What follows belongs to an exercise in optimizing a design on an open flow for small area, a short achievable clock period and few clock cycles; a production flow would make more cautious choices. Function was checked by simulation only, so behaviour that the tests miss may differ from the original. Power and IR drop assume default switching activity.

==> design/flow/design.v <==
module mcl_crcfc #(
    parameter integer BUF_SIZE  = 64,      
    parameter integer XBUF_SIZE = 56,      
    parameter integer MAXSIZE   = 64,      
    parameter [7:0]   DELIM     = 8'h7C    
) (
    input  wire        clk,
    input  wire        rst,         
    input  wire        bus_req,
    input  wire        bus_we,
    input  wire [13:0] bus_addr,
    input  wire [31:0] bus_wdata,
    output wire        bus_ack,
    output reg  [31:0] bus_rdata
);
    localparam [2:0] C_OK = 3'd0, C_OVERSIZE = 3'd1, C_NOTFOUND = 3'd2, C_FORMAT = 3'd3,
                     C_RANGE = 3'd4, C_AUTH = 3'd5, C_ILLEGAL = 3'd6;
    localparam [7:0] OP_NOP = 8'h00, OP_SRESET = 8'h01,
                     OP_CRC_SEED = 8'h10, OP_CRC_INIT_N = 8'h11, OP_CRC_INIT_I = 8'h12,
                     OP_CRC_BYTE_N = 8'h13, OP_CRC_BYTE_I = 8'h14,
                     OP_CRC_RANGE_N = 8'h15, OP_CRC_RANGE_I = 8'h16,
                     OP_MSG_CSUM = 8'h18, OP_MSG_SETCSUM = 8'h19, OP_MSG_VERIFY = 8'h1A,
                     OP_CLEAR = 8'h20, OP_APP_U8 = 8'h21, OP_APP_U16 = 8'h22, OP_APP_I16 = 8'h23,
                     OP_APP_U32 = 8'h24, OP_APP_I32 = 8'h25, OP_APP_BOOL = 8'h26,
                     OP_APP_FLOAT = 8'h27, OP_APP_STR = 8'h28,
                     OP_LOCATE = 8'h30, OP_FIELD_COUNT = 8'h31, OP_RD_U8 = 8'h32,
                     OP_RD_U16 = 8'h33, OP_RD_I16 = 8'h34, OP_RD_U32 = 8'h35, OP_RD_I32 = 8'h36,
                     OP_RD_BYTES = 8'h37, OP_CUR_FIRST = 8'h38, OP_CUR_LAST = 8'h39,
                     OP_CUR_NEXT = 8'h3A, OP_CUR_PREV = 8'h3B;
    localparam [3:0] S_IDLE = 4'd0, S_CRC = 4'd1, S_MSGH = 4'd2, S_VER = 4'd3, S_APP = 4'd4,
                     S_SCAN = 4'd5, S_RDV = 4'd6, S_RDB = 4'd7, S_DONE = 4'd8,
                     S_STALL = 4'd9, S_CBYTE = 4'd10, S_FIN = 4'd11;
    function [15:0] crc_n_byte(input [15:0] acc, input [7:0] b);
        integer k;
        reg [15:0] a;
        begin
            a = acc ^ {b, 8'h00};
            for (k = 0; k < 8; k = k + 1)
                a = a[15] ? ((a << 1) ^ 16'h1021) : (a << 1);
            crc_n_byte = a;
        end
    endfunction
    function [15:0] rev16(input [15:0] x);
        integer k;
        begin
            for (k = 0; k < 16; k = k + 1) rev16[k] = x[15-k];
        end
    endfunction
    function [7:0] rev8(input [7:0] x);
        integer k;
        begin
            for (k = 0; k < 8; k = k + 1) rev8[k] = x[7-k];
        end
    endfunction
    function [32:0] float_to_int(input [31:0] x);
        reg [30:0] v;
        reg [4:0]  sh;
        begin
            sh = 5'd29 - x[27:23];            
            v  = {1'b1, x[22:0], 7'd0} >> sh;
            if (x[30:23] < 8'd127)
                float_to_int = {1'b0, 32'd0};
            else if (x[30:23] > 8'd157)
                float_to_int = (x == 32'hCF000000) ? {1'b0, 32'h80000000} : {1'b1, 32'd0};
            else
                float_to_int = {1'b0, x[31] ? (32'd0 - {1'b0, v}) : {1'b0, v}};
        end
    endfunction
    function [6:0] ffs64(input [63:0] v);
        reg [31:0] a;
        reg [15:0] b;
        reg [7:0]  c;
        reg [3:0]  d;
        reg [1:0]  e;
        reg [5:0]  ix;
        begin
            ix[5] = ~|v[31:0];  a = ix[5] ? v[63:32] : v[31:0];
            ix[4] = ~|a[15:0];  b = ix[4] ? a[31:16] : a[15:0];
            ix[3] = ~|b[7:0];   c = ix[3] ? b[15:8]  : b[7:0];
            ix[2] = ~|c[3:0];   d = ix[2] ? c[7:4]   : c[3:0];
            ix[1] = ~|d[1:0];   e = ix[1] ? d[3:2]   : d[1:0];
            ix[0] = ~e[0];
            ffs64 = {~|v, ix};
        end
    endfunction
    function [3:0] pop8(input [7:0] v);
        integer k;
        begin
            pop8 = 4'd0;
            for (k = 0; k < 8; k = k + 1) pop8 = pop8 + {3'd0, v[k]};
        end
    endfunction
    reg [31:0] cmd_r, opa, opb, res;
    reg [2:0]  code;
    reg [15:0] crc;
    reg [5:0]  lstart, llen, cidx, fcount;
    reg        cvalid;
    reg [3:0]  state;
    reg [6:0]  cur;        
    reg [6:0]  hi;         
    reg [5:0]  kk;         
    reg [7:0]  carry;      
    reg        mhi;        
    reg        nk;         
    reg [15:0] bak;        
    reg        mv;
    reg        mv_set, mv_clr;
    reg  [5:0] count_r;    
    reg  [5:0] nd0_r;      
    reg        fresh;      
    reg  idle_r;           
    reg  crc_r;            
    reg  scan_r;           
    reg  [5:0] slen;       
    wire idle = idle_r;
    wire [511:0] bflat;
    wire [447:0] xflat;
    reg  [63:0] bwe;        
    wire [31:0] lanes;      
    reg         bclr;       
    reg         dsz_we;     
    reg  [5:0]  dsz_val;
    reg  [55:0] xwe;        
    reg  [7:0]  xdat;
    wire        bclr_any = rst | bclr;
    wire [31:0] lanes_c  = lanes & {32{~bclr_any}};
    genvar gi;
    generate
        for (gi = 0; gi < 64; gi = gi + 1) begin : g_buf
            reg [7:0] q;
            if (gi == 5) begin : g_dsz
                always @(posedge clk) begin
                    if (bwe[gi] || dsz_we || bclr_any)
                        q <= dsz_we ? {2'b00, dsz_val} & {8{~bclr_any}} : lanes_c[8*(gi%4) +: 8];
                end
            end else begin : g_plain
                always @(posedge clk) begin
                    if (bwe[gi] || bclr_any)
                        q <= lanes_c[8*(gi%4) +: 8];
                end
            end
            assign bflat[8*gi +: 8] = q;
        end
        for (gi = 0; gi < 56; gi = gi + 1) begin : g_xbuf
            reg [7:0] q;
            always @(posedge clk) begin
                if (xwe[gi])
                    q <= xdat;
            end
            assign xflat[8*gi +: 8] = q;
        end
    endgenerate
    wire [7:0] dsize   = bflat[8*5 +: 8];
    wire       pay_bad = (dsize > 8'd58);
    wire       dnz     = (dsize != 8'd0);
    reg  [15:0] bws;
    reg  [3:0]  bbs, xbs;
    reg  [13:0] xws;
    reg  [31:0] bword, xword;
    reg  [7:0]  bbyte, xbyte;
    integer pi;
    always @(*) begin
        for (pi = 0; pi < 16; pi = pi + 1) bws[pi] = idle ? (bus_addr[5:2] == pi) : (cur[5:2] == pi);
        for (pi = 0; pi < 4; pi = pi + 1)  bbs[pi] = idle ? (bus_addr[1:0] == pi) : (cur[1:0] == pi);
        for (pi = 0; pi < 14; pi = pi + 1) xws[pi] = (state == S_APP) ? (kk[3:0] == pi) : (bus_addr[5:2] == pi);
        for (pi = 0; pi < 4; pi = pi + 1)  xbs[pi] = (bus_addr[1:0] == pi);
        bword = 32'd0;
        for (pi = 0; pi < 16; pi = pi + 1) bword = bword | (bflat[32*pi +: 32] & {32{bws[pi]}});
        bbyte = 8'd0;
        for (pi = 0; pi < 4; pi = pi + 1)  bbyte = bbyte | (bword[8*pi +: 8] & {8{bbs[pi]}});
        xword = 32'd0;
        for (pi = 0; pi < 14; pi = pi + 1) xword = xword | (xflat[32*pi +: 32] & {32{xws[pi]}});
        xbyte = 8'd0;
        for (pi = 0; pi < 4; pi = pi + 1)  xbyte = xbyte | (xword[8*pi +: 8] & {8{xbs[pi]}});
    end
    wire rgn_reg = (bus_addr[13:12] == 2'd0);
    wire rgn_buf = (bus_addr[13:12] == 2'd1);
    wire rgn_xb  = (bus_addr[13:12] == 2'd2);
    wire reg_ok  = rgn_reg && (bus_addr[11:6] == 6'd0) && (bus_addr[1:0] == 2'd0);
    wire hw      = idle && bus_req && bus_we;
    wire w_cmd   = hw && reg_ok && (bus_addr[5:2] == 4'd0);
    wire w_opa   = hw && reg_ok && (bus_addr[5:2] == 4'd1);
    wire w_opb   = hw && reg_ok && (bus_addr[5:2] == 4'd2);
    wire w_buf   = hw && rgn_buf;
    wire w_xb    = hw && rgn_xb;
    reg [31:0] reg_rdata;
    always @(*) begin
        case (bus_addr[5:2])
            4'd0:    reg_rdata = cmd_r;
            4'd1:    reg_rdata = opa;
            4'd2:    reg_rdata = opb;
            4'd3:    reg_rdata = res;
            4'd4:    reg_rdata = {29'd0, code};
            4'd5:    reg_rdata = {16'd0, crc};
            4'd6:    reg_rdata = {18'd0, llen, 2'd0, lstart};
            4'd7:    reg_rdata = {cvalid, 9'd0, fcount, 10'd0, cidx};
            4'd8:    reg_rdata = {24'd0, DELIM};
            4'd9:    reg_rdata = {16'd64, 16'd64};
            4'd10:   reg_rdata = 32'd56;
            default: reg_rdata = 32'd0;
        endcase
    end
    always @(*) begin
        case (bus_addr[13:12])
            2'd0:    bus_rdata = reg_rdata;
            2'd1:    bus_rdata = {24'd0, bbyte};
            2'd2:    bus_rdata = {24'd0, xbyte};
            default: bus_rdata = 32'd0;
        endcase
    end
    wire        stall = (state == S_STALL);
    wire        go    = w_cmd || stall;
    wire [31:0] cw    = idle ? bus_wdata : cmd_r;    
    wire [7:0]  cop   = cw[7:0];
    wire        cw_z  = (cw[31:8] == 24'd0);
    wire        cw_i  = (cw[31:17] == 15'd0);
    wire [7:0]  kin   = cw[16] ? {2'b00, cidx} : cw[15:8];
    reg op_z, op_i;
    always @(*) begin
        op_z = 1'b0;
        op_i = 1'b0;
        case (cop)
            OP_NOP, OP_SRESET, OP_CRC_SEED, OP_CRC_INIT_N, OP_CRC_INIT_I, OP_CRC_BYTE_N,
            OP_CRC_BYTE_I, OP_CRC_RANGE_N, OP_CRC_RANGE_I, OP_MSG_CSUM, OP_MSG_SETCSUM,
            OP_MSG_VERIFY, OP_CLEAR, OP_APP_U8, OP_APP_U16, OP_APP_I16, OP_APP_U32,
            OP_APP_I32, OP_APP_BOOL, OP_APP_FLOAT, OP_APP_STR, OP_FIELD_COUNT,
            OP_CUR_FIRST, OP_CUR_LAST, OP_CUR_NEXT, OP_CUR_PREV:
                op_z = 1'b1;
            OP_LOCATE, OP_RD_U8, OP_RD_U16, OP_RD_I16, OP_RD_U32, OP_RD_I32, OP_RD_BYTES:
                op_i = 1'b1;
            default: ;
        endcase
    end
    wire cw_legal = (op_z && cw_z) || (op_i && cw_i);
    wire is_crng = (cop == OP_CRC_RANGE_N) || (cop == OP_CRC_RANGE_I);
    wire is_msg  = (cop == OP_MSG_CSUM) || (cop == OP_MSG_SETCSUM) || (cop == OP_MSG_VERIFY);
    wire is_app  = (cop[7:3] == 5'b00100 && cop[2:0] != 3'd0) || (cop == OP_APP_STR);
    wire is_u32  = (cop == OP_APP_U32);
    wire is_i32  = (cop == OP_APP_I32);
    wire is_flt  = (cop == OP_APP_FLOAT);
    wire is_str  = (cop == OP_APP_STR);
    wire is_w2   = (cop == OP_APP_U16) || (cop == OP_APP_I16);
    wire is_fc   = (cop == OP_FIELD_COUNT);
    wire is_cur  = (cop[7:2] == 6'b001110);
    wire is_dec  = (cop == OP_LOCATE) || (cop[7:3] == 5'b00110 && cop[2:0] != 3'd0 && cop[2:0] != 3'd1) ||
                   (cop == OP_RD_BYTES);
    wire [32:0] fconv  = float_to_int(opa);
    wire        v16_2  = (opa[15:8] != 8'd0);             
    wire        u32_4  = (opa[31:16] != 16'd0);
    wire        i32_n2 = (opa[31:15] == 17'h1FFFF);       
    wire        i32_4  = u32_4 && !i32_n2;
    wire        i32_2  = i32_n2 || (!u32_4 && v16_2);
    wire        u32_2  = !u32_4 && v16_2;
    reg  [31:0] app_val;      
    reg  [2:0]  app_len;
    always @(*) begin
        app_val = {opa[7:0], 24'd0};
        app_len = 3'd1;
        if ((is_w2 && v16_2) || (is_u32 && u32_2) || (is_i32 && i32_2)) begin
            app_val = {opa[15:0], 16'd0};
            app_len = 3'd2;
        end
        if ((is_u32 && u32_4) || (is_i32 && i32_4)) begin
            app_val = opa;
            app_len = 3'd4;
        end
        if (is_flt) begin
            app_val = fconv[31:0];
            app_len = 3'd4;
        end
        if (cop == OP_APP_BOOL)
            app_val = {7'd0, (opa != 32'd0), 24'd0};
    end
    wire        str_rng  = (opb[15:0] > 16'd56);
    wire [5:0]  str_len  = opb[5:0];
    wire        app_rng  = (is_flt && fconv[32]) || (is_str && str_rng);
    wire [6:0]  app_tot  = {6'd0, dnz} + (is_str ? {1'b0, str_len} : {4'd0, app_len});
    wire [8:0]  app_new  = {1'b0, dsize} + {2'b00, app_tot};
    wire [8:0]  dsep     = {1'b0, dsize} + {8'd0, dnz};
    wire        over1    = (dsep > 9'd55);
    wire        over2    = (dsep > 9'd54);
    wire        over4    = (dsep > 9'd52);
    wire        overs    = (dsep + {3'd0, str_len} > 9'd56);
    wire        app_over = is_str ? overs :
                           (app_len == 3'd4) ? over4 : (app_len == 3'd2) ? over2 : over1;
    wire [31:0] app_src  = is_str ? xword : {app_val[7:0], app_val[15:8], app_val[23:16], app_val[31:24]};
    reg [63:0] dl;
    integer di;
    always @(*) begin
        dl = 64'd0;
        for (di = 0; di < 58; di = di + 1)
            dl[di] = (bflat[8*(6+di) +: 8] == DELIM) && (di < dsize);
    end
    wire pc_1 = dl[0] ^ dl[1] ^ dl[2];
    wire pc_2 = (dl[0] & dl[1]) | (dl[0] & dl[2]) | (dl[1] & dl[2]);
    wire pc_3 = dl[3] ^ dl[4] ^ dl[5];
    wire pc_4 = (dl[3] & dl[4]) | (dl[3] & dl[5]) | (dl[4] & dl[5]);
    wire pc_5 = dl[6] ^ dl[7] ^ dl[8];
    wire pc_6 = (dl[6] & dl[7]) | (dl[6] & dl[8]) | (dl[7] & dl[8]);
    wire pc_7 = dl[9] ^ dl[10] ^ dl[11];
    wire pc_8 = (dl[9] & dl[10]) | (dl[9] & dl[11]) | (dl[10] & dl[11]);
    wire pc_9 = dl[12] ^ dl[13] ^ dl[14];
    wire pc_10 = (dl[12] & dl[13]) | (dl[12] & dl[14]) | (dl[13] & dl[14]);
    wire pc_11 = dl[15] ^ dl[16] ^ dl[17];
    wire pc_12 = (dl[15] & dl[16]) | (dl[15] & dl[17]) | (dl[16] & dl[17]);
    wire pc_13 = dl[18] ^ dl[19] ^ dl[20];
    wire pc_14 = (dl[18] & dl[19]) | (dl[18] & dl[20]) | (dl[19] & dl[20]);
    wire pc_15 = dl[21] ^ dl[22] ^ dl[23];
    wire pc_16 = (dl[21] & dl[22]) | (dl[21] & dl[23]) | (dl[22] & dl[23]);
    wire pc_17 = dl[24] ^ dl[25] ^ dl[26];
    wire pc_18 = (dl[24] & dl[25]) | (dl[24] & dl[26]) | (dl[25] & dl[26]);
    wire pc_19 = dl[27] ^ dl[28] ^ dl[29];
    wire pc_20 = (dl[27] & dl[28]) | (dl[27] & dl[29]) | (dl[28] & dl[29]);
    wire pc_21 = dl[30] ^ dl[31] ^ dl[32];
    wire pc_22 = (dl[30] & dl[31]) | (dl[30] & dl[32]) | (dl[31] & dl[32]);
    wire pc_23 = dl[33] ^ dl[34] ^ dl[35];
    wire pc_24 = (dl[33] & dl[34]) | (dl[33] & dl[35]) | (dl[34] & dl[35]);
    wire pc_25 = dl[36] ^ dl[37] ^ dl[38];
    wire pc_26 = (dl[36] & dl[37]) | (dl[36] & dl[38]) | (dl[37] & dl[38]);
    wire pc_27 = dl[39] ^ dl[40] ^ dl[41];
    wire pc_28 = (dl[39] & dl[40]) | (dl[39] & dl[41]) | (dl[40] & dl[41]);
    wire pc_29 = dl[42] ^ dl[43] ^ dl[44];
    wire pc_30 = (dl[42] & dl[43]) | (dl[42] & dl[44]) | (dl[43] & dl[44]);
    wire pc_31 = dl[45] ^ dl[46] ^ dl[47];
    wire pc_32 = (dl[45] & dl[46]) | (dl[45] & dl[47]) | (dl[46] & dl[47]);
    wire pc_33 = dl[48] ^ dl[49] ^ dl[50];
    wire pc_34 = (dl[48] & dl[49]) | (dl[48] & dl[50]) | (dl[49] & dl[50]);
    wire pc_35 = dl[51] ^ dl[52] ^ dl[53];
    wire pc_36 = (dl[51] & dl[52]) | (dl[51] & dl[53]) | (dl[52] & dl[53]);
    wire pc_37 = dl[54] ^ dl[55] ^ dl[56];
    wire pc_38 = (dl[54] & dl[55]) | (dl[54] & dl[56]) | (dl[55] & dl[56]);
    wire pc_39 = pc_1 ^ pc_3 ^ pc_5;
    wire pc_40 = (pc_1 & pc_3) | (pc_1 & pc_5) | (pc_3 & pc_5);
    wire pc_41 = pc_7 ^ pc_9 ^ pc_11;
    wire pc_42 = (pc_7 & pc_9) | (pc_7 & pc_11) | (pc_9 & pc_11);
    wire pc_43 = pc_13 ^ pc_15 ^ pc_17;
    wire pc_44 = (pc_13 & pc_15) | (pc_13 & pc_17) | (pc_15 & pc_17);
    wire pc_45 = pc_19 ^ pc_21 ^ pc_23;
    wire pc_46 = (pc_19 & pc_21) | (pc_19 & pc_23) | (pc_21 & pc_23);
    wire pc_47 = pc_25 ^ pc_27 ^ pc_29;
    wire pc_48 = (pc_25 & pc_27) | (pc_25 & pc_29) | (pc_27 & pc_29);
    wire pc_49 = pc_31 ^ pc_33 ^ pc_35;
    wire pc_50 = (pc_31 & pc_33) | (pc_31 & pc_35) | (pc_33 & pc_35);
    wire pc_51 = pc_37 ^ dl[57];
    wire pc_52 = pc_37 & dl[57];
    wire pc_53 = pc_2 ^ pc_4 ^ pc_6;
    wire pc_54 = (pc_2 & pc_4) | (pc_2 & pc_6) | (pc_4 & pc_6);
    wire pc_55 = pc_8 ^ pc_10 ^ pc_12;
    wire pc_56 = (pc_8 & pc_10) | (pc_8 & pc_12) | (pc_10 & pc_12);
    wire pc_57 = pc_14 ^ pc_16 ^ pc_18;
    wire pc_58 = (pc_14 & pc_16) | (pc_14 & pc_18) | (pc_16 & pc_18);
    wire pc_59 = pc_20 ^ pc_22 ^ pc_24;
    wire pc_60 = (pc_20 & pc_22) | (pc_20 & pc_24) | (pc_22 & pc_24);
    wire pc_61 = pc_26 ^ pc_28 ^ pc_30;
    wire pc_62 = (pc_26 & pc_28) | (pc_26 & pc_30) | (pc_28 & pc_30);
    wire pc_63 = pc_32 ^ pc_34 ^ pc_36;
    wire pc_64 = (pc_32 & pc_34) | (pc_32 & pc_36) | (pc_34 & pc_36);
    wire pc_65 = pc_39 ^ pc_41 ^ pc_43;
    wire pc_66 = (pc_39 & pc_41) | (pc_39 & pc_43) | (pc_41 & pc_43);
    wire pc_67 = pc_45 ^ pc_47 ^ pc_49;
    wire pc_68 = (pc_45 & pc_47) | (pc_45 & pc_49) | (pc_47 & pc_49);
    wire pc_69 = pc_40 ^ pc_42 ^ pc_44;
    wire pc_70 = (pc_40 & pc_42) | (pc_40 & pc_44) | (pc_42 & pc_44);
    wire pc_71 = pc_46 ^ pc_48 ^ pc_50;
    wire pc_72 = (pc_46 & pc_48) | (pc_46 & pc_50) | (pc_48 & pc_50);
    wire pc_73 = pc_52 ^ pc_53 ^ pc_55;
    wire pc_74 = (pc_52 & pc_53) | (pc_52 & pc_55) | (pc_53 & pc_55);
    wire pc_75 = pc_57 ^ pc_59 ^ pc_61;
    wire pc_76 = (pc_57 & pc_59) | (pc_57 & pc_61) | (pc_59 & pc_61);
    wire pc_77 = pc_63 ^ pc_38;
    wire pc_78 = pc_63 & pc_38;
    wire pc_79 = pc_54 ^ pc_56 ^ pc_58;
    wire pc_80 = (pc_54 & pc_56) | (pc_54 & pc_58) | (pc_56 & pc_58);
    wire pc_81 = pc_60 ^ pc_62 ^ pc_64;
    wire pc_82 = (pc_60 & pc_62) | (pc_60 & pc_64) | (pc_62 & pc_64);
    wire pc_83 = pc_65 ^ pc_67 ^ pc_51;
    wire pc_84 = (pc_65 & pc_67) | (pc_65 & pc_51) | (pc_67 & pc_51);
    wire pc_85 = pc_66 ^ pc_68 ^ pc_69;
    wire pc_86 = (pc_66 & pc_68) | (pc_66 & pc_69) | (pc_68 & pc_69);
    wire pc_87 = pc_71 ^ pc_73 ^ pc_75;
    wire pc_88 = (pc_71 & pc_73) | (pc_71 & pc_75) | (pc_73 & pc_75);
    wire pc_89 = pc_70 ^ pc_72 ^ pc_74;
    wire pc_90 = (pc_70 & pc_72) | (pc_70 & pc_74) | (pc_72 & pc_74);
    wire pc_91 = pc_76 ^ pc_78 ^ pc_79;
    wire pc_92 = (pc_76 & pc_78) | (pc_76 & pc_79) | (pc_78 & pc_79);
    wire pc_93 = pc_84 ^ pc_85 ^ pc_87;
    wire pc_94 = (pc_84 & pc_85) | (pc_84 & pc_87) | (pc_85 & pc_87);
    wire pc_95 = pc_86 ^ pc_88 ^ pc_89;
    wire pc_96 = (pc_86 & pc_88) | (pc_86 & pc_89) | (pc_88 & pc_89);
    wire pc_97 = pc_91 ^ pc_81;
    wire pc_98 = pc_91 & pc_81;
    wire pc_99 = pc_90 ^ pc_92 ^ pc_80;
    wire pc_100 = (pc_90 & pc_92) | (pc_90 & pc_80) | (pc_92 & pc_80);
    wire pc_101 = pc_94 ^ pc_95 ^ pc_97;
    wire pc_102 = (pc_94 & pc_95) | (pc_94 & pc_97) | (pc_95 & pc_97);
    wire pc_103 = pc_96 ^ pc_98 ^ pc_99;
    wire pc_104 = (pc_96 & pc_98) | (pc_96 & pc_99) | (pc_98 & pc_99);
    wire pc_105 = pc_102 ^ pc_103 ^ pc_82;
    wire pc_106 = (pc_102 & pc_103) | (pc_102 & pc_82) | (pc_103 & pc_82);
    wire pc_107 = pc_106 ^ pc_104 ^ pc_100;
    wire pc_108 = (pc_106 & pc_104) | (pc_106 & pc_100) | (pc_104 & pc_100);
    wire pc_109 = pc_93 ^ pc_77;
    wire pc_110 = pc_93 & pc_77;
    wire pc_111 = pc_101 ^ pc_110;
    wire pc_112 = pc_101 & pc_110;
    wire pc_113 = pc_105 ^ pc_112;
    wire pc_114 = pc_105 & pc_112;
    wire pc_115 = pc_107 ^ pc_114;
    wire pc_116 = pc_107 & pc_114;
    wire pc_117 = pc_108 ^ pc_116;
    wire pc_118 = pc_108 & pc_116;
    wire [5:0] dcount = {pc_117, pc_115, pc_113, pc_111, pc_109, pc_83};
    wire [5:0] count  = dcount + {5'd0, dnz};
    wire        in_scan = scan_r;
    wire        go_dec  = go && is_dec && fresh;
    wire        fu_busy = in_scan || go_dec;
    wire [5:0]  nx_st   = in_scan ? hi[5:0] + 6'd1 : go_dec ? nd0_r + 6'd1 : 6'd0;
    reg  [63:0] nx_ge;
    integer si;
    always @(*) begin
        for (si = 0; si < 64; si = si + 1) nx_ge[si] = (si >= nx_st);
    end
    wire [6:0] ndn   = ffs64(dl & nx_ge);
    wire [5:0] ndne  = ndn[6] ? dsize[5:0] : ndn[5:0];
    wire [5:0] fs      = in_scan ? cur[5:0] : 6'd0;
    wire [5:0] fe      = in_scan ? hi[5:0] : nd0_r;
    wire [5:0] seg_len = in_scan ? slen : nd0_r;
    wire [7:0] dop     = in_scan ? cmd_r[7:0] : cop;
    wire [2:0] rd_w    = (dop == OP_RD_U8) ? 3'd1 : (dop == OP_RD_U16 || dop == OP_RD_I16) ? 3'd2 : 3'd4;
    wire       seg_nul = (seg_len == 6'd0);
    wire       rdb_bad = (seg_len > 6'd56);
    wire       fmt_bad = seg_nul || (seg_len > {3'd0, rd_w});
    wire       fnd_end = (dop == OP_LOCATE) || ((dop == OP_RD_BYTES) ? (rdb_bad || seg_nul) : fmt_bad);
    reg  [31:0] cbytes;
    reg  [3:0]  cact;
    reg         cinv;
    wire [5:0]  cw_base  = {cur[5:2], 2'b00};
    wire        crc_last = ({1'b0, cur[5:2]} + 5'd1) >= (hi[6:2] + {4'd0, |hi[1:0]});
    wire [1:0]  nbi      = hi[1:0] - 2'd1;
    wire [7:0]  nb       = bword[8*nbi +: 8];
    wire [8:0]  msg_e    = {2'b00, hi} + {1'b0, nb};
    reg  [6:0]  cpos [0:3];
    integer cj;
    always @(*) begin
        for (cj = 0; cj < 4; cj = cj + 1) cpos[cj] = {1'b0, cw_base} + cj;
        cinv = crc_r ? (cmd_r[7:0] != OP_CRC_RANGE_N) : bus_wdata[2];
        if (crc_r) begin
            cbytes = bword;
            for (cj = 0; cj < 4; cj = cj + 1)
                cact[cj] = (cpos[cj] >= {1'b0, cur[5:0]}) && ((cpos[cj] < hi) || !nk);
        end else begin
            cbytes = {24'd0, opa[7:0]};
            cact   = 4'b0001;
        end
    end
    wire [15:0] cc0 = cinv ? rev16(crc) : crc;
    wire [7:0]  cb0 = cinv ? rev8(cbytes[7:0])   : cbytes[7:0];
    wire [7:0]  cb1 = cinv ? rev8(cbytes[15:8])  : cbytes[15:8];
    wire [7:0]  cb2 = cinv ? rev8(cbytes[23:16]) : cbytes[23:16];
    wire [7:0]  cb3 = cinv ? rev8(cbytes[31:24]) : cbytes[31:24];
    wire [15:0] cc1 = cact[0] ? crc_n_byte(cc0, cb0) : cc0;
    wire [15:0] cc2 = cact[1] ? crc_n_byte(cc1, cb1) : cc1;
    wire [15:0] cc3 = cact[2] ? crc_n_byte(cc2, cb2) : cc2;
    wire [15:0] cc4 = cact[3] ? crc_n_byte(cc3, cb3) : cc3;
    wire [15:0] crc_out = cinv ? rev16(cc4) : cc4;
    wire [16:0] rng_end  = {1'b0, opa[15:0]} + {1'b0, opb[15:0]};
    wire        rng_bad  = (rng_end > 17'd64);
    wire        rng_m    = (opb[15:0] != 16'd0);
    wire        msg_bad  = (opa[15:6] != 10'd0) || (opa[5:0] > 6'd58);
    wire        k_nf     = (kin >= {2'b00, count_r});
    wire        k_zero   = (kin == 8'd0);
    wire        m_u32    = u32_4 && dnz;
    wire        m_i32    = i32_4 && dnz;
    wire        m_str    = (opb[15:3] != 13'd0) || ({1'b0, opb[2:0]} + {3'd0, dnz} > 4'd4);
    wire        z_nul    = (nd0_r == 6'd0);
    wire        z_rdb    = z_nul || (nd0_r > 6'd56);
    wire        z_rd1    = z_nul || (nd0_r > 6'd1);
    wire        z_rd2    = z_nul || (nd0_r > 6'd2);
    wire        z_rd4    = z_nul || (nd0_r > 6'd4);
    wire        nf_c     = ({2'b00, cidx} >= {2'b00, count_r});    
    wire        f_msg    = !msg_bad && !mv;
    wire        f_fc     = !fresh && !pay_bad;
    wire        f_cur    = !fresh && !pay_bad && !cvalid;
    function multi_f(input [31:0] w);
        reg [7:0] o;
        reg       z0, z1, fe0, nf, k0, dec;
        begin
            o   = w[7:0];
            z0  = (w[31:17] == 15'd0);
            z1  = z0 && (w[16:8] == 9'd0);
            nf  = w[16] ? nf_c : (w[15:8] >= {2'b00, count_r});
            k0  = w[16] ? (cidx == 6'd0) : (w[15:8] == 8'd0);
            fe0 = ((o == OP_LOCATE)) ||
                  ((o == OP_RD_U8) && z_rd1) ||
                  ((o == OP_RD_U16 || o == OP_RD_I16) && z_rd2) ||
                  ((o == OP_RD_U32 || o == OP_RD_I32) && z_rd4) ||
                  ((o == OP_RD_BYTES) && z_rdb);
            dec = (o == OP_LOCATE) || (o == OP_RD_U8) || (o == OP_RD_U16) || (o == OP_RD_I16) ||
                  (o == OP_RD_U32) || (o == OP_RD_I32) || (o == OP_RD_BYTES);
            multi_f = (z1 && (((o == OP_CRC_RANGE_N || o == OP_CRC_RANGE_I) && rng_m) ||
                              ((o == OP_MSG_CSUM || o == OP_MSG_SETCSUM || o == OP_MSG_VERIFY) && f_msg) ||
                              ((o == OP_APP_U32) && m_u32) ||
                              ((o == OP_APP_I32) && m_i32) ||
                              ((o == OP_APP_FLOAT) && dnz) ||
                              ((o == OP_APP_STR) && m_str) ||
                              ((o == OP_FIELD_COUNT) && f_fc) ||
                              ((o[7:2] == 6'b001110) && f_cur))) ||
                      (z0 && dec && !pay_bad && (!fresh || (!nf && !(k0 && fe0))));
        end
    endfunction
    wire        app_m    = (is_u32 && m_u32) || (is_i32 && m_i32) || (is_flt && dnz) || (is_str && m_str);
    reg [3:0]  state_n;
    reg [31:0] cmd_n, opa_n, opb_n, res_n;
    reg [2:0]  code_n;
    reg [15:0] crc_n;
    reg [5:0]  lstart_n, llen_n, cidx_n, fcount_n;
    reg        cvalid_n;
    reg [6:0]  cur_n, hi_n;
    reg [5:0]  kk_n;
    reg [7:0]  carry_n;
    reg        mhi_n, nk_n;
    reg [5:0]  slen_n;
    reg [15:0] bak_n;
    reg        ack_c;
    reg [5:0]  wpos;
    reg [3:0]  wm;
    reg [31:0] win;
    reg [5:0]  xaddr;
    reg        xen;
    task found;
        begin
            case (dop)
                OP_LOCATE: begin
                    lstart_n = fs;
                    llen_n   = seg_len;
                end
                OP_RD_BYTES: begin
                    if (rdb_bad) begin
                        code_n = C_RANGE;
                    end else if (seg_nul) begin
                        res_n  = 32'd0;
                    end else begin
                        res_n   = {26'd0, seg_len};
                        cur_n   = {1'b0, fs} + 7'd6;
                        hi_n    = {1'b0, seg_len};
                        kk_n    = 6'd0;
                        state_n = S_RDB;
                    end
                end
                default: begin
                    if (fmt_bad) begin
                        code_n  = C_FORMAT;
                    end else begin
                        res_n   = 32'd0;
                        cur_n   = {1'b0, fs} + 7'd6;
                        hi_n    = {1'b0, seg_len};
                        state_n = S_RDV;
                    end
                end
            endcase
        end
    endtask
    wire [5:0] fc   = cvalid ? fcount : count_r;
    wire [5:0] fcm1 = fc - 6'd1;
    reg  [5:0] cur_idx;
    always @(*) begin
        case (cop[1:0])
            2'd0:    cur_idx = 6'd0;
            2'd1:    cur_idx = fcm1;
            2'd2:    cur_idx = (cidx >= fcm1) ? fcm1 : cidx + 6'd1;
            default: cur_idx = (cidx == 6'd0) ? 6'd0 :
                               ((cidx - 6'd1) > fcm1) ? fcm1 : cidx - 6'd1;
        endcase
    end
    wire [31:0] rdv     = {res[23:0], bbyte};
    wire [1:0] eo = hi[1:0];
    wire [7:0] vb0 = bword[7:0], vb1 = bword[15:8], vb2 = bword[23:16], vb3 = bword[31:24];
    always @(*) begin
        state_n  = state;
        cmd_n    = cmd_r;
        opa_n    = opa;
        opb_n    = opb;
        res_n    = res;
        code_n   = code;
        crc_n    = crc;
        lstart_n = lstart;
        llen_n   = llen;
        cidx_n   = cidx;
        fcount_n = fcount;
        cvalid_n = cvalid;
        cur_n    = cur;
        hi_n     = hi;
        kk_n     = kk;
        carry_n  = carry;
        mhi_n    = mhi;
        nk_n     = nk;
        slen_n   = slen;
        bak_n    = bak;
        bclr     = 1'b0;
        dsz_we   = 1'b0;
        dsz_val  = app_new[5:0];
        wpos     = hi[5:0];
        wm       = 4'b0000;
        win      = {16'd0, crc[7:0], crc[15:8]};
        xaddr    = kk;
        xen      = 1'b0;
        xdat     = bbyte;
        ack_c    = 1'b1;
        mv_set   = 1'b0;
        mv_clr   = 1'b0;
        case (state)
            S_IDLE, S_STALL: begin
                if (w_buf) begin
                    wpos = bus_addr[5:0];
                    wm   = 4'b0001;
                    win  = {4{bus_wdata[7:0]}};
                end
                xaddr = bus_addr[5:0];
                xdat  = bus_wdata[7:0];
                xen   = w_xb;
                if (w_opa) begin
                    opa_n  = bus_wdata;
                    mv_clr = 1'b1;
                end
                if (w_opb) opb_n = bus_wdata;
                if (go) begin
                    ack_c   = stall ? !multi_f(cmd_r) : !multi_f(bus_wdata);
                    state_n = S_IDLE;
                    cmd_n   = cw;
                    code_n  = C_OK;
                    if (!cw_legal) begin
                        code_n = C_ILLEGAL;
                    end else begin
                        case (cop)
                            OP_SRESET: begin
                                mv_clr   = 1'b1;
                                bclr     = 1'b1;
                                cmd_n    = 32'd1;
                                opa_n    = 32'd0;
                                opb_n    = 32'd0;
                                res_n    = 32'd0;
                                crc_n    = 16'd0;
                                lstart_n = 6'd0;
                                llen_n   = 6'd0;
                                cidx_n   = 6'd0;
                                fcount_n = 6'd0;
                                cvalid_n = 1'b0;
                            end
                            OP_CRC_SEED:   begin crc_n = opa[15:0]; mv_clr = 1'b1; end
                            OP_CRC_INIT_N: begin crc_n = 16'h0000;  mv_clr = 1'b1; end
                            OP_CRC_INIT_I: begin crc_n = 16'hFFFF;  mv_clr = 1'b1; end
                            OP_CRC_BYTE_N, OP_CRC_BYTE_I: begin
                                mv_clr  = 1'b1;
                                crc_n   = crc_out;
                            end
                            OP_CRC_RANGE_N, OP_CRC_RANGE_I: begin
                                if (rng_bad) begin
                                    code_n  = C_RANGE;
                                    state_n = rng_m ? S_DONE : S_IDLE;
                                end else if (rng_m) begin
                                    mv_clr  = 1'b1;
                                    nk_n    = 1'b1;
                                    cur_n   = opa[6:0];
                                    hi_n    = rng_end[6:0];
                                    state_n = S_CRC;
                                end
                            end
                            OP_MSG_CSUM, OP_MSG_SETCSUM, OP_MSG_VERIFY: begin
                                if (msg_bad) begin
                                    code_n = C_RANGE;
                                end else if (mv) begin
                                    res_n = (cop == OP_MSG_VERIFY) ? 32'd1 : {16'd0, crc};
                                end else begin
                                    mv_clr  = 1'b1;
                                    bak_n   = crc;
                                    crc_n   = 16'hFFFF;
                                    cur_n   = {1'b0, opa[5:0]};
                                    hi_n    = {1'b0, opa[5:0]} + 7'd6;
                                    nk_n    = 1'b0;
                                    state_n = S_CRC;
                                end
                            end
                            OP_CLEAR: begin
                                bclr     = 1'b1;
                                lstart_n = 6'd0;
                                llen_n   = 6'd0;
                                cidx_n   = 6'd0;
                                fcount_n = 6'd0;
                                cvalid_n = 1'b0;
                            end
                            OP_APP_U8, OP_APP_U16, OP_APP_I16, OP_APP_U32, OP_APP_I32,
                            OP_APP_BOOL, OP_APP_FLOAT, OP_APP_STR: begin
                                if (app_rng) begin
                                    code_n  = C_RANGE;
                                    state_n = app_m ? S_DONE : S_IDLE;
                                end else if (app_over) begin
                                    code_n  = C_OVERSIZE;
                                    state_n = app_m ? S_DONE : S_IDLE;
                                end else begin
                                    wpos    = dsize[5:0] + 6'd6;
                                    win     = dnz ? {app_src[23:0], DELIM} : app_src;
                                    wm      = {app_tot > 7'd3, app_tot > 7'd2, app_tot > 7'd1, app_tot > 7'd0};
                                    carry_n = app_src[31:24];
                                    if (app_m) begin
                                        cur_n   = {1'b0, dsize[5:0]} + 7'd10;
                                        hi_n    = app_tot - 7'd4;
                                        kk_n    = 6'd1;
                                        state_n = S_APP;
                                    end else begin
                                        dsz_we  = 1'b1;
                                    end
                                end
                            end
                            OP_FIELD_COUNT: begin
                                if (pay_bad)     code_n  = C_RANGE;
                                else if (!fresh) state_n = S_STALL;
                                else             res_n   = {26'd0, count_r};
                            end
                            OP_CUR_FIRST, OP_CUR_LAST, OP_CUR_NEXT, OP_CUR_PREV: begin
                                if (!cvalid && pay_bad) begin
                                    code_n = C_RANGE;
                                end else if (!cvalid && !fresh) begin
                                    state_n = S_STALL;
                                end else begin
                                    fcount_n = fc;
                                    cvalid_n = 1'b1;
                                    if (fc == 6'd0) begin
                                        cidx_n = 6'd0;
                                        code_n = C_NOTFOUND;
                                    end else begin
                                        cidx_n = cur_idx;
                                        res_n  = {26'd0, cur_idx};
                                    end
                                end
                            end
                            OP_LOCATE, OP_RD_U8, OP_RD_U16, OP_RD_I16, OP_RD_U32, OP_RD_I32,
                            OP_RD_BYTES: begin
                                if (pay_bad) begin
                                    code_n = C_RANGE;
                                end else if (!fresh) begin
                                    state_n = S_STALL;
                                end else if (k_nf) begin
                                    code_n = C_NOTFOUND;
                                end else if (k_zero) begin
                                    found;
                                end else begin
                                    cur_n   = {1'b0, nd0_r} + 7'd1;
                                    hi_n    = {1'b0, ndne};
                                    slen_n  = ndne - nd0_r - 6'd1;
                                    kk_n    = kin[5:0] - 6'd1;
                                    state_n = S_SCAN;
                                end
                            end
                            default: ;    
                        endcase
                    end
                end
            end
            S_CRC: begin
                crc_n = crc_out;
                cur_n = {cur[5:2] + 5'd1, 2'b00};
                ack_c = 1'b0;
                if (crc_last && !nk) begin
                    nk_n = 1'b1;
                    hi_n = msg_e[6:0];
                    if (msg_e + ((cmd_r[7:0] == OP_MSG_CSUM) ? 9'd0 : 9'd2) > 9'd64) begin
                        crc_n   = bak;
                        code_n  = C_RANGE;
                        state_n = S_DONE;
                    end else if (msg_e <= {2'b00, cur[5:2] + 5'd1, 2'b00}) begin
                        crc_n = 16'hFFFF;
                        cur_n = {1'b0, opa[5:0]};
                    end
                end else if (crc_last) begin
                    cur_n = hi;
                    if (cmd_r[7:4] == 4'h1 && cmd_r[3]) begin
                        state_n = S_FIN;
                    end else begin
                        ack_c   = 1'b1;
                        state_n = S_IDLE;
                    end
                end
            end
            S_FIN: begin
                state_n = S_IDLE;
                case (cmd_r[7:0])
                    OP_MSG_CSUM: res_n = {16'd0, crc};
                    OP_MSG_SETCSUM: begin
                        res_n  = {16'd0, crc};
                        wpos   = hi[5:0];
                        wm     = 4'b0011;
                        mv_set = 1'b1;
                    end
                    default: begin
                        case (eo)
                            2'd0: begin
                                if (vb0 == crc[15:8] && vb1 == crc[7:0]) begin res_n = 32'd1; mv_set = 1'b1; end
                                else begin res_n = 32'd0; code_n = C_AUTH; end
                            end
                            2'd1: begin
                                if (vb1 == crc[15:8] && vb2 == crc[7:0]) begin res_n = 32'd1; mv_set = 1'b1; end
                                else begin res_n = 32'd0; code_n = C_AUTH; end
                            end
                            2'd2: begin
                                if (vb2 == crc[15:8] && vb3 == crc[7:0]) begin res_n = 32'd1; mv_set = 1'b1; end
                                else begin res_n = 32'd0; code_n = C_AUTH; end
                            end
                            default: begin
                                mhi_n   = (vb3 == crc[15:8]);
                                cur_n   = hi + 7'd1;
                                ack_c   = 1'b0;
                                state_n = S_VER;
                            end
                        endcase
                    end
                endcase
            end
            S_VER: begin
                if (mhi && vb0 == crc[7:0]) begin
                    res_n  = 32'd1;
                    mv_set = 1'b1;
                end else begin
                    res_n  = 32'd0;
                    code_n = C_AUTH;
                end
                state_n = S_IDLE;
            end
            S_APP: begin
                wpos    = cur[5:0];
                win     = dnz ? {xword[23:0], carry} : xword;
                wm      = {hi > 7'd3, hi > 7'd2, hi > 7'd1, 1'b1};
                carry_n = xword[31:24];
                kk_n    = kk + 6'd1;
                cur_n   = cur + 7'd4;
                hi_n    = hi - 7'd4;
                ack_c   = (hi <= 7'd4);
                if (hi <= 7'd4) begin
                    dsz_we  = 1'b1;
                    state_n = S_IDLE;
                end
            end
            S_SCAN: begin
                ack_c = 1'b0;
                if (kk == 6'd0) begin
                    ack_c   = fnd_end;
                    state_n = S_IDLE;
                    found;
                end else begin
                    cur_n  = hi + 7'd1;
                    hi_n   = {1'b0, ndne};
                    slen_n = ndne - hi[5:0] - 6'd1;
                    kk_n  = kk - 6'd1;
                end
            end
            S_RDV: begin
                res_n = rdv;
                cur_n = cur + 7'd1;
                hi_n  = hi - 7'd1;
                ack_c = (hi == 7'd1);
                if (hi == 7'd1) begin
                    if (cmd_r[7:0] == OP_RD_I16) res_n = {{16{rdv[15]}}, rdv[15:0]};
                    state_n = S_IDLE;
                end
            end
            S_RDB: begin
                xen   = 1'b1;
                cur_n = cur + 7'd1;
                hi_n  = hi - 7'd1;
                kk_n  = kk + 6'd1;
                ack_c = (hi == 7'd1);
                if (hi == 7'd1) state_n = S_IDLE;
            end
            S_CBYTE: begin
                crc_n   = crc_out;
                state_n = S_IDLE;
            end
            default: state_n = S_IDLE;    
        endcase
    end
    assign bus_ack = ack_c;
    wire [1:0]  wr  = wpos[1:0];
    assign lanes = (wr == 2'd0) ? win :
                   (wr == 2'd1) ? {win[23:0], win[31:24]} :
                   (wr == 2'd2) ? {win[15:0], win[31:16]} :
                                  {win[7:0],  win[31:8]};
    wire [7:0]  wspan = {4'd0, wm} << wpos[1:0];
    reg  [63:0] wsel;
    integer bi;
    always @(*) begin
        for (bi = 0; bi < 64; bi = bi + 1)
            bwe[bi] = ((wpos[5:2] == bi / 4) && wspan[bi % 4]) ||
                      ((wpos[5:2] == bi / 4 - 1) && (bi >= 4) && wspan[4 + bi % 4]);
        for (bi = 0; bi < 56; bi = bi + 1) xwe[bi] = xen && (xaddr == bi);
    end
    wire bwrite = (|wm) || dsz_we || bclr_any;
    always @(posedge clk) begin
        if (rst) begin
            state  <= S_IDLE;
            idle_r <= 1'b1;
            crc_r  <= 1'b0;
            scan_r <= 1'b0;
            cmd_r  <= 32'd0;
            opa    <= 32'd0;
            opb    <= 32'd0;
            res    <= 32'd0;
            code   <= C_OK;
            crc    <= 16'd0;
            lstart <= 6'd0;
            llen   <= 6'd0;
            cidx   <= 6'd0;
            fcount <= 6'd0;
            cvalid <= 1'b0;
        end else begin
            state  <= state_n;
            idle_r <= (state_n == S_IDLE);
            crc_r  <= (state_n == S_CRC);
            scan_r <= (state_n == S_SCAN);
            cmd_r  <= cmd_n;
            opa    <= opa_n;
            opb    <= opb_n;
            res    <= res_n;
            code   <= code_n;
            crc    <= crc_n;
            lstart <= lstart_n;
            llen   <= llen_n;
            cidx   <= cidx_n;
            fcount <= fcount_n;
            cvalid <= cvalid_n;
        end
        cur     <= cur_n;
        hi      <= hi_n;
        kk      <= kk_n;
        carry   <= carry_n;
        mhi     <= mhi_n;
        nk      <= nk_n;
        slen    <= slen_n;
        bak     <= bak_n;
        count_r <= count;
        if (!fu_busy) nd0_r <= ndne;
        fresh   <= !bwrite;
        if (rst || mv_clr || (bwrite && !mv_set))
            mv <= 1'b0;
        else if (mv_set)
            mv <= 1'b1;
    end
endmodule
==> design/flow/run.sh <==
#!/bin/bash
# synth_recipe.tcl (not shown) runs the flow's synth.tcl, then flattens the netlist and writes it again
# the make line also repeats each setting of config.mk as NAME=value (left out here)
make -C /OpenROAD-flow-scripts/flow DESIGN_CONFIG=/design/flow/config.mk WORK_HOME=/design/flow/orfs CLKGATE_MAP_FILE= SYNTH_SCRIPT=/design/flow/synth_recipe.tcl finish
==> design/flow/config.mk <==
export PLATFORM = sky130hd
export DESIGN_NAME = mcl_crcfc
export DESIGN_NICKNAME = mcl_crcfc
export VERILOG_FILES = /design/flow/design.v
export SDC_FILE = /design/flow/constraint.sdc
export NUM_CORES = 4
export LEC_CHECK = 0
export ABC_CLOCK_PERIOD_IN_PS = 7000
export CAP_MARGIN = 20
export CORE_MARGIN = 2
export CORE_UTILIZATION = 40
export PLACE_DENSITY = 0.6
export SETUP_SLACK_MARGIN = 4.3
export SLEW_MARGIN = 20
export TNS_END_PERCENT = 5
==> design/flow/constraint.sdc <==
create_clock -name core_clock -period 12.0 [get_ports {clk}]
set_input_delay 2.4000 -clock core_clock [delete_from_list [all_inputs] [get_ports {clk}]]
set_output_delay 2.4000 -clock core_clock [all_outputs]
set_load 0.01 [all_outputs]
==> summary.md, run 1 <==
| Metric | Value |
|---|---|
| Site Rows | 155 |
| Aggregate negative setup slack | 0 ns |
| Most common cell after layout, fill and taps aside | edfxtp_1 |
| Die Y | 427 um |
| Gpl congestion | 1.06 |
| Final setup viols | 0 |
| Area share of the largest cell type after synthesis | 42.6% |
| Pin count of the biggest net entering global routing | 93 |
| Clk pin slew, worst setup/hold paths | 0.07 ns |
| Top area cells in the synthesized netlist | edfxtp_1, dfxtp_1, a22oi_1 |
| Maximum frequency from static timing analysis | 0.126 GHz |
| Residual DRC count | 0 |
| Critical path required time | 12.53 ns |
| Reg area | 34,300 um2 |
| Setup repair after global routing missed its margin | yes |
| Post-detailed-route wirelength per cell | 36.9 um |
| Count of boundary I/O pins | 83 |
| Number of global-route vias before repair | 63,000 |
| Vias | 67,900 |
| Max Cap Viol | 0 |
| Clock tree sinks | 1,204 |
| Worst Hold End | lstart[4]$_SDFFE_PP0P_ |
| Final worst clock skew | 0.0502 ns |
| Drt initial violations | 11,500 |
| First-pass GRT wire length | 500,000 um |
| Fraction of the yosys area taken by sequential cells | 47.8% |
| Total clock buffers created by CTS | 136 |
| Cell type with the highest aggregate area in the netlist | edfxtp_1 |
| Clock latency on the worst-skew pair | 0.84 ns |
| Initial cell density of the core | 40.2% |
| Final Net Count | 7,626 |
| Post-synth net total | 7,370 |
| Area growth syn-to-layout | 19.8% |
| Share of flip-flops with an asynchronous set or reset after synthesis | 0% |
| Commonest register cell after synthesis | edfxtp_1 |
| Worst-case reg-to-reg path depth | 19 |
| Run status | timing/DRC/antenna clean |
| Hold buffer count at CTS | 0 |
| Total power density per cell area | 120 nW/um2 |
| Worst Setup End Kind | flip-flop |
| Layout cells sized above 1 | 18.0% |
| Endpoints failing hold | 0 |
| Crit path DAT | 8.49 ns |
| Top delay family on crit path | compound AO/OA/AOI/OAI gates |
| Internal reg-to-reg setup slack | 4.12 ns |
| Hold Path Origin | lstart[4]$_SDFFE_PP0P_ |
| Top library cells by usage in the layout, fill and taps aside | edfxtp_1, nor2_1, nand2_1, a22oi_1, buf_4 |
| Ratio of final minimum period to clock period | 66.4% |
| Class of the most critical setup path | in2reg |
| Total global-route track usage | 38.7% |
| Detailed-router iteration count before antenna repair | 7 |
| EDFF count, synth | 1,017 |
| Input/output buffers | 82 |
| Hold slack final | 0.474 ns |
| Placed Instances | 9,351 |
| Post-synthesis cell type count | 119 |
| Warnings, synthesis | 2 |
| Post-layout min period | 7.96 ns |
| Largest voltage drop on the vdd net | 0.000120 V |
| Initial antenna violation count | 24 |
| Final global-route overflow total | 0 |
| Maximum level of the CTS H-tree | 4 |
| Worst reg2reg startpoint | g_buf[5].q[2]$_DFFE_PP_ |
| Largest stage delay on the critical path | 0.44 ns |
| Netlist Area Pre-Place | 71,700 um2 |
| Buffers from clock root to sink, at most | 3 |
| Master cell of the clock root buffer | clkbuf_16 |
| Vias/cell | 6.91 |
| Number of standard cells in the final layout excluding fillers | 9,827 |
| Max-slew headroom | 16.5% |
| Layout filler cell count | 16,200 |
| Actual slew at the worst max-slew pin | 1.25 ns |
| TritonCTS clock tree | built |
| Critical path fanouts, max | 16 |
| Antenna Nets Post-Route | 0 |
| X dimension of the die | 427 um |
| Area used by multi-input combinational logic | 37,400 um2 |
| Post-DP HPWL | 257,000 um |
| Cell with the largest stage delay on the worst path | a222oi_1 |
| CORE AREA | 178,000 um2 |
| Overall die area | 183,000 um2 |
| Type of the tightest min-delay check | reg2reg |
| R2R Path End | count_r[5]$_DFF_P_ |
| Leakage power figure | 0.0300 uW |
| Fin. max-slew vios | 0 |
| Detailed-route wire length | 363,000 um |
| Seq cells post-synth | 1,204 |
| Nature of the critical path startpoint | primary input |
| Synth Instances | 7,104 |
| Worst hold path stage count | 2 |
| Worst path bufs/invs | 7 |
| Post-synthesis average cell area | 10.1 um2 |
## flip-flops by register name, summed over array words and instances (netlist names), 7 cells and up
name / cells
g_buf.q: 512
g_xbuf.q: 448
cmd_r: 32
opa: 32
opb: 32
res: 32
bak: 16
crc: 16
carry: 8
hi: 7
## report_power, final
part | switching [uW] | internal, uW
Clock | 1880 | 2380
Combinational | 889 | 420
Sequential | 82.3 | 4640
Total | 2850 | 7440
## synth_stat cells, types with 46 or more instances
library cell,number
a21o_1,63
clkbuf_1,402
nor2_1,696
ha_1,159
nand2_1,574
o22ai_1,76
nor4_1,59
xnor2_1,156
a31oi_1,78
fa_1,57
buf_1,66
edfxtp_1,1017
nand4_1,85
xor2_1,97
a22oi_1,496
o221ai_1,68
inv_1,185
a21oi_1,449
a221oi_1,115
o21ai_0,342
nand2b_1,65
nand3_1,296
mux2i_1,148
nor3_1,164
a22o_1,90
nor2b_1,46
or2_2,48
dfxtp_1,187
## cells by family after synthesis
kind of cell	Yosys count	share of synthesized area (%)
XOR/XNOR	276	3.74
AND/OR/NAND/NOR	2313	15.7
multiplexers	222	3.81
adder cells (fa/ha/maj)	216	4.37
AO/OA/AOI/OAI	2158	20.6
flip-flops	1204	47.8
buffers and inverters	715	3.95
## area by class of cell
cell class / instances / share of cell area (%)
diodes: 10 / 0.0291
clock buffers: 158 / 4.11
clock inverters: 82 / 1.15
inverters: 189 / 0.854
well taps: 2355 / 3.43
repair buffers: 641 / 6.94
repair inverters: 1 / 0.0102
flip-flops and latches: 1204 / 39.9
multi-input cells: 5187 / 43.6
## metal layers
metal	up-vias	track usage [%]	part of all wire [%]
met4	22	23.1	7.3
met1	33400	51.4	38
met5	-	0.0794	0.056
met3	1231	11.8	13
li1	27800	-	-
met2	5406	55.2	41
## stage by stage
step / utilization (%) / worst slack (ns) / instance area (um2) / power (uW)
final: 48.2 / 4.04 / 85900 / 10300
after global routing: 48.2 / 3.84 / 85900 / 10500
after CTS: 47.9 / 4.13 / 85300 / 10200
after detailed placement: 42.9 / 0.946 / 76500 / 5870
after global placement: 42.9 / 1.01 / 76400 / 5870
after floorplan: - / 4.17 / 71900 / 5330
## how the worst max path moves through the flow
stage	startpoint	end	cells after the start	slack (ns)
finish	bus_addr[3]	slen[5]$_DFFE_PP_	33	4.04
global route	bus_wdata[3]	slen[5]$_DFFE_PP_	35	3.84
CTS	bus_addr[8]	slen[5]$_DFFE_PP_	31	4.13
detailed placement	bus_addr[1]	slen[5]$_DFFE_PP_	31	0.95
global placement	bus_addr[1]	slen[5]$_DFFE_PP_	31	1.01
floorplan	bus_addr[3]	slen[5]$_DFFE_PP_	33	4.17
## worst register-to-register path, stage by stage (launching register included)
cell and delay (ns):
edfxtp_1 0.38, buf_4 0.39, inv_1 0.34, a21boi_0 0.89, a21oi_1 0.15, or3_1 0.56, fa_1 0.57, fa_1 0.52
inv_1 0.06, fa_1 0.47, inv_1 0.05, fa_1 0.44, fa_1 0.48, fa_1 0.46, fa_1 0.42, inv_1 0.08
fa_1 0.41, ha_1 0.73, nand3_1 0.19, xnor2_1 0.17
## what timing repair did
item / CTS / global route
gates cloned: 13 / 0
buffers inserted: 192 / 20
pin swaps: 132 / 39
resized for setup: 556 / 75
endpoints found under the setup margin: 1131 / 1085
Testbench counts, summed over its fixed seeds: cycles 31,096.
==> run 2: changes to the inputs <==
--- a/design/flow/config.mk
+++ b/design/flow/config.mk
@@ -11,5 +11,5 @@
 export CORE_UTILIZATION = 40
 export PLACE_DENSITY = 0.6
-export SETUP_SLACK_MARGIN = 4.3
+export SETUP_SLACK_MARGIN = 3.7
 export SLEW_MARGIN = 20
 export TNS_END_PERCENT = 5
==> run 2 against run 1 <==
Net effect: via count is 1.3% lower; still clean; clock-buffer cell count is 4 higher; critical endpoint is now crc[14]$_SDFFE_PP0P_; highest routed layer unchanged; critical path type unchanged; flip-flop and latch count stayed put; critical path depth is 11 lower.
==> summary.md, run 2 <==
| Metric | Value |
|---|---|
| Run status | timing/DRC/antenna clean |
| Part of the power in combinational logic | 12.0% (-0.7 points) |
| Class of the most critical setup path | in2reg |
| Clk pin slew, worst setup/hold paths | 0.06 ns (about the same) |
| Post-Place Worst Slack | 0.707 ns (-0.239 ns) |
| TritonCTS clock tree | built |
| Crit path DAT | 9.25 ns (+0.76 ns) |
| CORE AREA | 178,000 um2 (unchanged) |
| Final Net Count | 7,523 (-1.4%) |
| Fraction of power spent switching nets | 28.0% (+0.27 points) |
| Detailed-route wire length | 357,000 um (-1.6%) |
| Final worst-path setup slack | 3.49 ns (-0.544 ns) |
| Final global-route overflow total | 0 (unchanged) |
| Vias | 67,000 (-1.3%) |
| Fin. max-slew vios | 0 (unchanged) |
| Gpl congestion | 1.04 (-1.7%) |
| Overall die area | 183,000 um2 (unchanged) |
| Layout cells sized above 1 | 15.8% (-2.2 points) |
| Die Y | 427 um (unchanged) |
| Setup repair after global routing missed its margin | yes |
| Total clock buffers created by CTS | 137 (+0.74%) |
| Net Switching | 2870 uW (+0.68%) |
| Largest reg by FF count | g_buf.q |
| Input/output buffers | 82 (unchanged) |
| Clock power share | 42.1% (+0.7 points) |
| Vias/cell | 6.88 (-0.38%) |
| Post-DP HPWL | 260,000 um (+1.3%) |
| Final worst clock skew | 0.0778 ns (+0.0276 ns) |
| Share of power burned in registers | 45.9% (about the same) |
| Dpl cell area | 76,300 um2 (-0.19%) |
| Post-synthesis cell type count | 119 (unchanged) |
| Top library cells by usage in the layout, fill and taps aside | edfxtp_1, nor2_1, nand2_1, a22oi_1, a21oi_1 |
| Critical path fanouts, max | 22 (+6) |
| Pin count of the biggest net entering global routing | 102 (+9.7%) |
| X dimension of the die | 427 um (unchanged) |
| First-pass GRT wire length | 493,000 um (-1.3%) |
| Maximum level of the CTS H-tree | 4 (unchanged) |
| Count of boundary I/O pins | 83 (unchanged) |
| Initial cell density of the core | 40.2% (unchanged) |
| Buffers from clock root to sink, at most | 3 (unchanged) |
| Most common cell in the netlist | edfxtp_1 |
| Area share of the largest cell type after synthesis | 42.6% (unchanged) |
| Type of the tightest min-delay check | reg2reg |
| Total power density per cell area | 123 nW/um2 (+2.2%) |
| Critical path required time | 12.74 ns (+0.21 ns) |
| Tot Pwr | 10,300 uW (-0.27%) |
| Aggregate negative setup slack | 0 ns (unchanged) |
| Area growth syn-to-layout | 16.9% |
| Share of flip-flops with an asynchronous set or reset after synthesis | 0% (unchanged) |
| Cell type with the highest aggregate area in the netlist | edfxtp_1 |
| Total global-route track usage | 38.2% (-0.51 points) |
| Endpoints failing hold | 0 (unchanged) |
| Initial antenna violation count | 21 (-13%) |
| EDFF count, synth | 1,017 (unchanged) |
| Max-slew headroom | 16.6% (+0.027 points) |
| Largest registers in the final layout | g_buf.q (512), g_xbuf.q (448) |
| Flip-flop count of the largest register after layout | 512 (unchanged) |
| Hold buffer count at CTS | 0 (unchanged) |
| Worst Setup End Kind | flip-flop |
| Clock tree sinks | 1,204 (unchanged) |
| Layout filler cell count | 16,500 (+1.8%) |
| Netlist Area Pre-Place | 71,700 um2 (unchanged) |
| Nature of the critical path startpoint | primary input |
| Antenna Nets Post-Route | 0 (unchanged) |
| Hold slack final | 0.487 ns (+0.0129 ns) |
| Leakage power figure | 0.0291 uW (-2.8%) |
| Internal Pwr Total | 7390 uW (-0.64%) |
| Ratio of final minimum period to clock period | 70.9% (+4.5 points) |
| Post-synth net total | 7,370 (unchanged) |
| Commonest register cell after synthesis | edfxtp_1 |
| Master cell of the clock root buffer | clkbuf_16 |
| Maximum frequency from static timing analysis | 0.118 GHz (-6.4%) |
| Fraction of the yosys area taken by sequential cells | 47.8% (unchanged) |
| Number of global-route vias before repair | 62,100 (-1.4%) |
| Final setup viols | 0 (unchanged) |
| Residual DRC count | 0 (unchanged) |
| Most common cell after layout, fill and taps aside | edfxtp_1 |
| Post-layout min period | 8.51 ns (+0.544 ns) |
| Top area cells in the synthesized netlist | edfxtp_1, dfxtp_1, a22oi_1 |
| Seq cells post-synth | 1,204 (unchanged) |
| Fin area | 83,800 um2 (-2.4%) |
| Drt initial violations | 11,300 (-1.9%) |
| Post-synthesis average cell area | 10.1 um2 (unchanged) |
| Site Rows | 155 (unchanged) |
| Warnings, synthesis | 2 (unchanged) |
| Synth Instances | 7,104 (unchanged) |
| Max Cap Viol | 0 (unchanged) |
| Commonest cells in the synthesized netlist | edfxtp_1, nor2_1, nand2_1 |
| Clock latency on the worst-skew pair | 0.88 ns (+0.04 ns) |
| Largest voltage drop on the vdd net | 0.000108 V (-9.6%) |
| Actual slew at the worst max-slew pin | 1.25 ns (+0.00131 ns) |
| Detailed-router iteration count before antenna repair | 9 (+2) |
| Post-detailed-route wirelength per cell | 36.7 um (-0.68%) |
## run 2: cell families after synthesis
family                   after synthesis  synth area share, %
AND/OR/NAND/NOR                     2313                 15.7
adder cells (fa/ha/maj)              216                 4.37
flip-flops                          1204                 47.8
AO/OA/AOI/OAI                       2158                 20.6
buffers and inverters                715                 3.95
multiplexers                         222                 3.81
XOR/XNOR                             276                 3.74
## run 2: path summary, 6_finish.rpt
| path | startpoint | endpoint | slack (ns) | depth (start not counted) |
|---|---|---|---|---|
| worst max-delay path | bus_wdata[2] | crc[14]$_SDFFE_PP0P_ | 3.49 | 22 |
| worst min-delay path | lstart[0]$_SDFFE_PP0P_ | lstart[0]$_SDFFE_PP0P_ | 0.49 | 2 |
| worst max register to register | g_buf[5].q[7]$_SDFFCE_PP0P_ | g_buf[44].q[5]$_DFFE_PP_ | 3.67 | 24 |
| worst min register to register | lstart[0]$_SDFFE_PP0P_ | lstart[0]$_SDFFE_PP0P_ | 0.49 | 2 |
## run 2: what timing repair did
| action | CTS | global route |
|---|---|---|
| setup endpoints to repair | 490 | 569 |
| pin swaps | 38 | 32 |
| cloned | 6 | 2 |
| buffers inserted | 78 | 23 |
| gates resized for setup | 285 | 120 |
## run 2: worst max-delay path, cell delays in order
cell and delay (ns):
clkdlybuf4s15_2 0.40, buf_6 0.40, nor2_1 0.22, a31oi_4 0.43
buf_4 0.36, mux2i_1 0.50, o211ai_1 0.25, mux2_2 0.36
o211a_2 0.17, o211a_1 0.32, xor2_1 0.39, xnor3_1 0.50
o21ai_1 0.17, xnor2_1 0.17, mux2i_1 0.26, xor2_1 0.47
xnor2_2 0.18, xnor2_2 0.29, mux2i_1 0.28, o22ai_1 0.21
a311oi_1 0.31, o21a_1 0.17
## run 2: routing by layer
metal	up-vias	track usage [%]	wire length, um
met4	22	22.3	24900
met3	1050	10.1	44200
met2	5040	55.2	149000
met1	33300	51.3	138000
li1	27600	-	-
met5	-	0	150
## run 2: final cells by class
| type | instances | area (um2) | share of cell area, % |
|---|---|---|---|
| Antenna cell | 11 | 27.5 | 0.0329 |
| Clock buffer | 162 | 3610 | 4.31 |
| Clock inverter | 87 | 1020 | 1.22 |
| Inverter | 189 | 747 | 0.892 |
| Multi-Input combinational cell | 5186 | 36400 | 43.4 |
| Sequential cell | 1204 | 34300 | 40.9 |
| Tap cell | 2355 | 2950 | 3.52 |
| Timing Repair Buffer | 537 | 4730 | 5.64 |
| Timing Repair inverter | 2 | 27.5 | 0.0329 |
## run 2: power groups by stage
stage | Clock (uW) | Sequential (uW) | Combinational [uW]
finish | 4320 | 4710 | 1230
global route | 4510 | 4720 | 1260
CTS | 4340 | 4710 | 1160
detailed placement | 0 | 4800 | 1070
global placement | 0 | 4800 | 1070
floorplan | 0 | 4760 | 565
## run 2: metrics by stage
step                cells  util (%)
finish               9733      47.0
global route         9725      47.0
CTS                  9695      46.5
detailed placement   9362      42.8
global placement     9359      42.8
floorplan            7104         -
==> run 3: changes to the inputs <==
--- a/design/flow/config.mk
+++ b/design/flow/config.mk
@@ -9,7 +9,7 @@
 export CAP_MARGIN = 20
 export CORE_MARGIN = 2
-export CORE_UTILIZATION = 40
-export PLACE_DENSITY = 0.6
-export SETUP_SLACK_MARGIN = 3.7
+export CORE_UTILIZATION = 45
+export PLACE_DENSITY = 0.65
+export SETUP_SLACK_MARGIN = 4.0
 export SLEW_MARGIN = 20
 export TNS_END_PERCENT = 5
==> run 3 against run 2 <==
Net effect: still clean; setup slack better by 0.27 ns; maximum frequency increased by 3.3%; clock skew fell by 0.018 ns; hold slack lost 0.0040 ns; largest power group unchanged.
==> summary.md, run 3 <==
| Metric | Value |
|---|---|
| Final global-route overflow total | 0 (unchanged) |
| Synthesized-area fraction occupied by and/or/nand/nor cells | 15.7% (unchanged) |
| Post-DP HPWL | 253,000 um (-2.8%) |
| Initial cell density of the core | 45.3% (+5.1 points) |
| Largest reg by FF count | g_buf.q |
| Final setup viols | 0 (unchanged) |
| Area growth syn-to-layout | 17.2% |
| Share of flip-flops with an asynchronous set or reset after synthesis | 0% (unchanged) |
| Final Net Count | 7,562 (+0.52%) |
| Run status | timing/DRC/antenna clean |
| Final worst-path setup slack | 3.76 ns (+0.271 ns) |
| Warnings, synthesis | 2 (unchanged) |
| Detailed-route wire length | 353,000 um (-1.0%) |
| Die Y | 403 um (-5.7%) |
| Seq cells post-synth | 1,204 (unchanged) |
| Site Rows | 146 (-5.8%) |
| Post-synth net total | 7,370 (unchanged) |
| Aggregate negative setup slack | 0 ns (unchanged) |
| Commonest cells in the synthesized netlist | edfxtp_1, nor2_1, nand2_1 |
| Post-synthesis cell type count | 119 (unchanged) |
| Net Switching | 2800 uW (-2.5%) |
| Worst path bufs/invs | 5 (+2) |
| Largest stage delay on the critical path | 0.79 ns (+0.29 ns) |
| Post-detailed-route wirelength per cell | 37.3 um (+1.6%) |
| TritonCTS clock tree | built |
| Top delay family on crit path | buffers and inverters |
| Buffers from clock root to sink, at most | 3 (unchanged) |
| Leakage power figure | 0.0294 uW (+0.84%) |
| Actual slew at the worst max-slew pin | 1.35 ns (+0.101 ns) |
| Critical path fanouts, max | 26 (+18%) |
| Worst Setup End Kind | output port |
| Flip-flop count of the largest register after layout | 512 (unchanged) |
| Combinational family with the most area after synthesis | compound AO/OA/AOI/OAI gates |
| Post-layout min period | 8.24 ns (-0.271 ns) |
[run 3: cell type report]
type	instances	area, um2	share of cell area (%)
inverters	189	733	0.873
flip-flops and latches	1204	34300	40.8
repair buffers	579	5320	6.33
repair inverters	1	8.76	0.0104
clock inverters	79	1040	1.24
clock buffers	154	3390	4.04
diodes	10	25.0	0.0298
well taps	2072	2590	3.09
multi-input cells	5190	36600	43.6
[run 3: metrics by stage]
step	instance area, um2	utilization [%]
after floorplan	71700	-
after global placement	76100	48.1
after detailed placement	76100	48.1
after CTS	83400	52.7
after global routing	84000	53.1
final	84000	53.1
[run 3: cell families (layout without fill, tap and decap cells)]
family                   count (synthesis)  in the layout
AND/OR/NAND/NOR                       2313           2313
AO/OA/AOI/OAI                         2158           2163
flip-flops                            1204           1204
buffers and inverters                  715           1002
XOR/XNOR                               276            276
multiplexers                           222            222
adder cells (fa/ha/maj)                216            216
other                                    0             10
[run 3: per-layer routing]
layer  up-vias  share of wire (%)  global-route usage (%)
met5         -               0.10                       0
met3      1191                 14                    14.3
met2      5362                 41                    60.5
li1      27700                  -                       -
met1     33100                 37                    55.7
met4        36                7.3                    24.9
[run 3: timing repair]
| item | in CTS | in global routing |
|---|---|---|
| setup buffers | 131 | 16 |
| pin swaps | 84 | 21 |
| gates resized for setup | 418 | 65 |
| setup endpoints to repair | 785 | 986 |
| hold buffers | 0 | 0 |
| cloned | 14 | 0 |
[run 3: path summary, 6_finish.rpt]
kind         cells past startpoint                   start  slack, ns                     end
max                             15        cur[2]$_DFFE_PP_       3.76            bus_rdata[3]
max reg2reg                     23        cur[2]$_DFFE_PP_       3.88    crc[15]$_SDFFE_PP0P_
min                              2  lstart[5]$_SDFFE_PP0P_       0.48  lstart[5]$_SDFFE_PP0P_
min reg2reg                      2  lstart[5]$_SDFFE_PP0P_       0.48  lstart[5]$_SDFFE_PP0P_
[run 3: worst register-to-register path, cell delays in order (launching register included)]
cell and delay (ns):
edfxtp_1 0.79, inv_1 0.46, ha_1 0.54, nor4b_2 0.29, a21o_4 0.32, buf_4 0.22
a222oi_1 0.48, nand3_1 0.25, or4_4 0.66, a221oi_2 0.41, xor2_2 0.34, xor2_4 0.30
xnor2_1 0.14, a21oi_2 0.17, xor3_1 0.28, a21oi_4 0.28, xnor3_2 0.54, xor2_2 0.21
mux2i_4 0.11, xnor2_2 0.29, xnor3_1 0.45, mux2i_1 0.19, mux2i_1 0.12, o21a_1 0.21
[run 3: power groups by stage]
stage                     combinational (uW)  sequential, uW  clock, uW
after floorplan                          568            4760          0
after global placement                  1070            4790          0
after detailed placement                1070            4790          0
after CTS                               1180            4700       4210
after global routing                    1300            4710       4360
final                                   1270            4710       4190

## re-timing with driven ports
How much do the figures lean on ideal ports? The routed layouts below were timed once more, with nothing changed but the port constraints. Step 1: set_driving_cell puts a clkbuf_16 on clk and a buf_2 on each other input, an assumption about the parent block. Step 2 times the ports against the registers' clock, not the clock port: input delays grow and output delays shrink by t, the midpoint of the rising clock arrivals with the driver on. Three values: ideal ports, drivers, drivers and shift; two values: the first two.
run	t (ns)	setup WS [ns]
run 1	0.904	4.037 / 3.834 / 3.082
run 2	0.922	3.493 / 3.407 / 2.632
run 3	0.888	3.764 / 3.675 / 2.832
After both steps every run listed still meets setup and hold.
